Background: an optimization exercise with open tools, aiming at small area, a short achievable clock period and few clock cycles. Do not read the settings as production practice.
Only simulation tests tie the RTL to the original design; equivalence was not proved.
Power and IR drop assume default switching activity.

--- flow/run.sh ---
#!/bin/bash
# synth_recipe.tcl (not shown) runs the flow's synth.tcl, then flattens the netlist and writes it again
# the make line also repeats each setting of config.mk as NAME=value (left out here)
make -C /OpenROAD-flow-scripts/flow DESIGN_CONFIG=/design/flow/config.mk WORK_HOME=/design/flow/orfs CLKGATE_MAP_FILE= SYNTH_SCRIPT=/design/flow/synth_recipe.tcl finish
--- flow/config.mk ---
export PLATFORM = sky130hd
export DESIGN_NAME = asdk_txf
export DESIGN_NICKNAME = asdk_txf
export VERILOG_FILES = /design/flow/design.v
export SDC_FILE = /design/flow/constraint.sdc
export NUM_CORES = 4
export LEC_CHECK = 0
export CAP_MARGIN = 20
export CORE_MARGIN = 2
export CORE_UTILIZATION = 40
export SLEW_MARGIN = 20
--- flow/constraint.sdc ---
create_clock -name core_clock -period 10.0 [get_ports {clk}]
set_input_delay 2.0000 -clock core_clock [delete_from_list [all_inputs] [get_ports {clk}]]
set_output_delay 2.0000 -clock core_clock [all_outputs]
set_load 0.01 [all_outputs]
--- flow/design.v ---
module asdk_txf (
    input  wire        clk,
    input  wire        rst,           
    input  wire        cmd_valid,
    output wire        cmd_ready,
    input  wire [15:0] cmd,
    input  wire [7:0]  txq_free,
    output reg         tx_valid,
    output reg  [7:0]  tx_data,
    output reg         cmd_status,    
    output reg  [1:0]  tx_status,     
    output reg  [7:0]  tx_len,        
    output reg  [15:0] seq,
    output reg  [7:0]  tx_flen,       
    output reg  [31:0] tx_good,
    output reg  [31:0] tx_nobuf,
    output reg  [31:0] tx_oversize
);
    localparam [7:0] MAX_MSG = 8'd128;
    localparam [7:0] OP_NOP   = 8'h00;
    localparam [7:0] OP_BEGIN = 8'h40;
    localparam [7:0] OP_PUSH  = 8'h41;
    localparam [7:0] OP_SEND  = 8'h42;
    localparam [2:0] S_IDLE = 3'd0,
                     S_CRC  = 3'd1,
                     S_BLK  = 3'd2,
                     S_ZRUN = 3'd3,
                     S_NRUN = 3'd4,
                     S_ZCHK = 3'd5,
                     S_LIT  = 3'd6;
    reg [2:0]  state;
    reg [7:0]  pay [0:127];
    reg [15:0] cur_seq;    
    reg [15:0] crc;
    reg [7:0]  free_q;     
    reg        dry;        
    reg [7:0]  i;          
    reg [7:0]  j;          
    reg [7:0]  k;          
    reg [7:0]  nn;         
    reg [7:0]  adv;        
    reg [7:0]  rem;        
    reg [7:0]  cnt;        
    wire [7:0] op  = cmd[15:8];
    wire [7:0] imm = cmd[7:0];
    assign cmd_ready = (state == S_IDLE);
    wire [7:0] ylen = tx_len + 8'd5;
    function [7:0] ybyte(input [7:0] p);
        reg [7:0] d;
        begin
            d = p - tx_len;
            if (p < tx_len)
                ybyte = pay[p[6:0]];
            else case (d)
                8'd0:    ybyte = cur_seq[7:0];
                8'd1:    ybyte = cur_seq[15:8];
                8'd2:    ybyte = crc[7:0];
                8'd3:    ybyte = crc[15:8];
                default: ybyte = 8'h00;
            endcase
        end
    endfunction
    function [15:0] crc_step(input [15:0] c_in, input [7:0] b);
        reg [15:0] c;
        integer t;
        begin
            c = c_in ^ {b, 8'h00};
            for (t = 0; t < 8; t = t + 1)
                c = c[15] ? ((c << 1) ^ 16'h1021) : (c << 1);
            crc_step = c;
        end
    endfunction
    reg  [7:0] ra;
    always @(*) begin
        case (state)
            S_CRC, S_BLK: ra = i;
            S_LIT:        ra = j;
            default:      ra = j;
        endcase
    end
    wire [7:0] yb = ybyte(ra);
    function [7:0] zcode(input [7:0] z);
        begin
            if (z >= 8'd3)      zcode = 8'hD0 + z;
            else if (z == 8'd2) zcode = 8'hE0;
            else                zcode = 8'h01;
        end
    endfunction
    wire       z2      = (j < ylen) && (yb == 8'h00);
    wire       use_z2  = z2 && (nn <= 8'd31);
    wire [7:0] lit_code = use_z2 ? (8'hE0 + nn) : (nn + 8'd1);
    always @(posedge clk) begin
        if (rst) begin
            state       <= S_IDLE;
            tx_valid    <= 1'b0;
            tx_data     <= 8'h00;
            cmd_status  <= 1'b0;
            tx_status   <= 2'd0;
            tx_len      <= 8'd0;
            seq         <= 16'd0;
            tx_flen     <= 8'd0;
            tx_good     <= 32'd0;
            tx_nobuf    <= 32'd0;
            tx_oversize <= 32'd0;
            cur_seq     <= 16'd0;
            crc         <= 16'hFFFF;
            free_q      <= 8'd0;
            dry         <= 1'b1;
            i           <= 8'd0;
            j           <= 8'd0;
            k           <= 8'd0;
            nn          <= 8'd0;
            adv         <= 8'd0;
            rem         <= 8'd0;
            cnt         <= 8'd0;
        end else begin
            tx_valid <= 1'b0;
            case (state)
                S_IDLE: begin
                    if (cmd_valid) begin
                        cmd_status <= 1'b0;
                        case (op)
                            OP_NOP: ;
                            OP_BEGIN: tx_len <= 8'd0;
                            OP_PUSH: begin
                                if (tx_len < MAX_MSG) begin
                                    pay[tx_len[6:0]] <= imm;
                                    tx_len <= tx_len + 8'd1;
                                end else if (tx_len == MAX_MSG) begin
                                    tx_len <= MAX_MSG + 8'd1;
                                end
                            end
                            OP_SEND: begin
                                if (tx_len > MAX_MSG) begin
                                    tx_oversize <= tx_oversize + 32'd1;
                                    tx_status   <= 2'd1;
                                end else begin
                                    cur_seq <= seq;
                                    seq     <= seq + 16'd1;
                                    free_q  <= txq_free;
                                    crc     <= 16'hFFFF;
                                    i       <= 8'd0;
                                    state   <= S_CRC;
                                end
                            end
                            default: cmd_status <= 1'b1;
                        endcase
                    end
                end
                S_CRC: begin
                    crc <= crc_step(crc, yb);
                    if (i == tx_len + 8'd1) begin
                        i     <= 8'd0;
                        cnt   <= 8'd0;
                        dry   <= 1'b1;
                        state <= S_BLK;
                    end else begin
                        i <= i + 8'd1;
                    end
                end
                S_BLK: begin
                    if (i == ylen) begin
                        if (dry) begin
                            tx_flen <= cnt + 8'd1;
                            if (free_q < cnt + 8'd1) begin
                                tx_nobuf  <= tx_nobuf + 32'd1;
                                tx_status <= 2'd2;
                                state     <= S_IDLE;
                            end else begin
                                dry <= 1'b0;
                                i   <= 8'd0;
                            end
                        end else begin
                            tx_valid  <= 1'b1;
                            tx_data   <= 8'h00;     
                            tx_good   <= tx_good + 32'd1;
                            tx_status <= 2'd0;
                            state     <= S_IDLE;
                        end
                    end else if (yb == 8'h00) begin
                        j     <= i + 8'd1;
                        k     <= 8'd1;
                        state <= S_ZRUN;
                    end else begin
                        j     <= i + 8'd1;
                        nn    <= 8'd1;
                        state <= S_NRUN;
                    end
                end
                S_ZRUN: begin
                    if ((j < ylen) && (yb == 8'h00) && (k < 8'd15)) begin
                        k <= k + 8'd1;
                        j <= j + 8'd1;
                    end else begin
                        if (dry) begin
                            cnt <= cnt + 8'd1;
                        end else begin
                            tx_valid <= 1'b1;
                            tx_data  <= zcode(k);
                        end
                        i     <= i + k;
                        state <= S_BLK;
                    end
                end
                S_NRUN: begin
                    if (yb != 8'h00) begin
                        nn <= nn + 8'd1;
                        j  <= j + 8'd1;
                    end else begin
                        j     <= j + 8'd1;
                        state <= S_ZCHK;
                    end
                end
                S_ZCHK: begin
                    if (dry) begin
                        cnt   <= cnt + 8'd1 + nn;
                        i     <= i + nn + (use_z2 ? 8'd2 : 8'd1);
                        state <= S_BLK;
                    end else begin
                        tx_valid <= 1'b1;
                        tx_data  <= lit_code;
                        adv      <= nn + (use_z2 ? 8'd2 : 8'd1);
                        j        <= i;
                        rem      <= nn;
                        state    <= S_LIT;
                    end
                end
                S_LIT: begin
                    tx_valid <= 1'b1;
                    tx_data  <= yb;
                    j        <= j + 8'd1;
                    rem      <= rem - 8'd1;
                    if (rem == 8'd1) begin
                        i     <= i + adv;
                        state <= S_BLK;
                    end
                end
                default: state <= S_IDLE;
            endcase
        end
    end
endmodule
==> reports/results.tsv <==
stage	metric	value	unit
floorplanning	Die X-Extent	390.6	µm
clock_tree	root buffer cell	clkbuf_16	
placement	port bufs	167	
clock_tree	CTS tree	done	
cells_and_area	Inserted Diodes	0	
cells_and_area	fin nets	4613	
clock_tree	H-tree levels	4	
synth	Synth area leader	edfxtp_1	
worst_setup_path	R2R cell count	30	
placement	placer's final routability congestion estimate	0.9517	
synth	top-count cell post-synth	edfxtp_1	
floorplanning	Placement Rows	141	
run_status	status	finished clean	
synth	Mapped Area	59770	µm²
synth	share of the synthesized area in the top cell type	51.45	%
detailed_routing	DR iter-0 viols	5038	
floorplanning	Ports	168	
clock_tree	CTS resizes	0	
synth	syn_area_per_cell	13.59	µm²
global_routing	vias in the first global route	39071	
global_routing	remaining global-route overflow	0	
synth	Ys Warns	1	
global_routing	first-pass GRT wire length	272100	µm
cells_and_area	share of layout cells above drive strength 1	14.79	%
sta	Max-slew headroom	19.73	%
worst_setup_path	CP delay by family, top	compound AO/OA/AOI/OAI gates	
cells_and_area	area growth from synthesis to layout	14.16	%
worst_setup_path	Crit-path slowest cell	o21ai_4	
hold_path	Min-Delay Path Depth	2	
placement	post-DP HPWL	121600	µm
synth	Seq cells post-synth	1264	
clock_tree	cts bufs inserted	140	
clock_tree	# clock sinks	1264	
detailed_routing	drt total wl	187500	µm
synth	most frequent cells after synthesis	edfxtp_1, nor2_1, nand2_1	
worst_setup_path	CP endpoint kind	register	
floorplanning	core area	148000	µm²
floorplanning	initial core utilization	40.38	%
clock_tree	hold buffer count at CTS	0	
worst_setup_path	Critical path buffers and inverters	3	
detailed_routing	Routed Antenna Nets	0	
floorplanning	Die Ht	390.6	µm
clock_tree	Setup Buffers After CTS	0	
sta	WHS	450.8	ps
sta	Max Fclk	113.4	MHz
worst_setup_path	CP arrival	9460	ps
floorplanning	Die ar.	152500	µm²
detailed_routing	Routed wire per std cell	28.60	µm
detailed_routing	DR vias/cell	6.196	
detailed_routing	via count	40615	
global_routing	largest net degree at the start of global routing	97	
worst_setup_path	crit-path most repeated cell	a21o_1	
flow_run	Max Cap Viol	0	
synth	dominant cells by area after synthesis	edfxtp_1, mux4_2, dfxtp_1, mux2i_1, nor2_1	
sta	Tmin final	8815	ps
worst_setup_path	crit path launch type	register	
synth	Post-Syn Nets	4501	
synth	Post-synth EDFFs	1024	
sta	Final Skew	38.82	ps
clock_tree	clk buf depth	3	
worst_setup_path	Critical Path RT	10650	ps
synth	register area share after synthesis	59.49	%
detailed_routing	1st-pass router iterations	6	
synth	main flop type after synthesis	edfxtp_1	
global_routing	initial antenna violation count	3	
sta	final hold vios	0	
worst_setup_path	crit-path max FO	61	
worst_setup_path	critical path depth	30	
power_and_ir_drop	peak supply drop	187.1	µV
detailed_routing	DR DRC count	0	
synth	synth unique cells	91	
sta	unrepaired setup endpoints after global routing	no	
sta	Final period util	88.15	%
power_and_ir_drop	PwrDens	187.7	nW/µm²
sta	slew of the pin with the lowest slew margin	1200	ps
clock_tree	Skew-Pair Late Insertion Delay	800	ps
global_routing	GR Util All Layers	24.22	%
synth	Post-synth ARST share	0	%
sta	# setup viols final	0	
worst_setup_path	Worst Setup Path Type	register to register	
synth	synthesized instance count	4398	
worst_setup_path	Worst path max stage delay	650	ps
hold_path	worst min-delay path class	register to register	
power_and_ir_drop	Leak	21.14	nW
sta	Final Slew Violations	0	
clock_tree	clock-pin slew on the worst setup and hold paths	60	ps
sta	setup TNS	0	ps
[worst register-to-register path: cells and delay by family (launching register included)]
family          cells  cell delay, ps
compound gates     14            3260
xor+xnor            2             370
fa+ha+maj           5            1770
buf+inv             3             380
flops               1             450
simple gates        6            2440
[metrics by stage]
stage / setup slack [ps] / instances / instance area [µm²] / util [%] / total power [mW]
after global routing: 622.5 / 6555 / 68230 / 46.10 / 13.18
after CTS: 1362 / 6548 / 68130 / 46.03 / 12.85
after floorplan: 2852 / 4398 / 59770 / - / 7.136
after global placement: 1482 / 6289 / 63510 / 42.90 / 7.700
final: 1185 / 6555 / 68230 / 46.10 / 12.81
after detailed placement: 1409 / 6291 / 63530 / 42.92 / 7.698
[placed cells by master, fill, tap and decap left out, types with 76 or more instances in the layout]
cell type | synthesis | routed
a21oi_1 | 227 | 227
buf_4 | 9 | 100
clkbuf_16 | 0 | 141
clkdlybuf4s50_1 | 0 | 158
dfxtp_1 | 240 | 235
edfxtp_1 | 1024 | 1024
inv_1 | 78 | 78
mux2i_1 | 232 | 232
mux4_2 | 293 | 293
nand2_1 | 330 | 327
nand3_1 | 103 | 102
nor2_1 | 371 | 357
o21ai_0 | 124 | 124
o22ai_1 | 78 | 76
xnor2_1 | 97 | 96
xor2_1 | 84 | 84
[power by group]
group	internal [mW]	leakage [nW]	switching, mW
clock	2.97	2.21	2.23
sequential	5.71	11.1	0.0815
combinational	0.743	7.79	1.08
[kinds of logic after synthesis]
group | after synthesis | share of synthesized area (%)
xor+xnor | 182 | 2.680
compound gates | 878 | 10.05
fa+ha+maj | 78 | 1.712
flops | 1264 | 59.49
buf+inv | 381 | 2.640
mux | 547 | 15.34
simple gates | 1068 | 8.091
[path summary, 6_finish.rpt]
| path | start | endpoint | slack (ps) |
|---|---|---|---|
| setup / recovery | state[1]$_SDFFE_PP0P_ | i[7]$_SDFFE_PP0P_ | 1190 |
| hold / removal | adv[2]$_SDFFE_PP0P_ | adv[2]$_SDFFE_PP0P_ | 450 |
| hold reg to reg | adv[2]$_SDFFE_PP0P_ | adv[2]$_SDFFE_PP0P_ | 450 |
| setup reg to reg | state[1]$_SDFFE_PP0P_ | i[7]$_SDFFE_PP0P_ | 1190 |
[final cells by class]
cell class,count,area (µm²)
fill,13016,79780
sequential,1264,35570
multi-input combinational,2753,22800
clock buffer,172,3685
timing repair buffer,269,2534
tap,1930,2415
clock inverter,85,915.9
inverter,82,307.8
[metal layers]
layer	vias to the layer above	GRT usage [%]	wire length, µm
met1	20538	32.97	76130
met4	4	9.000	6987
met2	2221	37.85	85850
li1	17457	-	-
met5	-	0	23
met3	395	5.583	18460
[sequential cells by signal, indices dropped and copies added (netlist names), 16 cells and up]
signal and flops:
seq 16, crc 16, tx_good 32, tx_nobuf 32, tx_oversize 32, cur_seq 16, pay 1024
Testbench counts, summed over its fixed seeds: cycles 122,459.

-- port drivers added, routing unchanged --
The flow's constraints put no driver on any port. The routed layout listed below was extracted and timed again, unchanged, in two steps.
Step 1 (the two cells are an assumption about what drives the block):
set clk [get_ports {clk}]
set_driving_cell -lib_cell sky130_fd_sc_hd__clkbuf_16 $clk
set_driving_cell -lib_cell sky130_fd_sc_hd__buf_2 [delete_from_list [all_inputs] $clk]
Step 2 adds t to the input delays and takes it off the output delays; t is the mean of the earliest and latest rising clock arrival at the registers after step 1. Input paths then give back, and output paths get back, about the clock's delay inside the block.
Slacks: ideal / step 1 / step 2; pairs: ideal / step 1.
t, ns: 0.864
setup WS [ns]: 1.185 / 1.185 / 1.185
latest minus earliest clock arrival (ns): 0.043 / 0.042
worst data-port slew with drivers (ns): 0.09
After both steps this run still meets setup and hold. For this run, drivers alone change the setup slack by 0.000 ns; drivers and shift together by 0.000 ns.
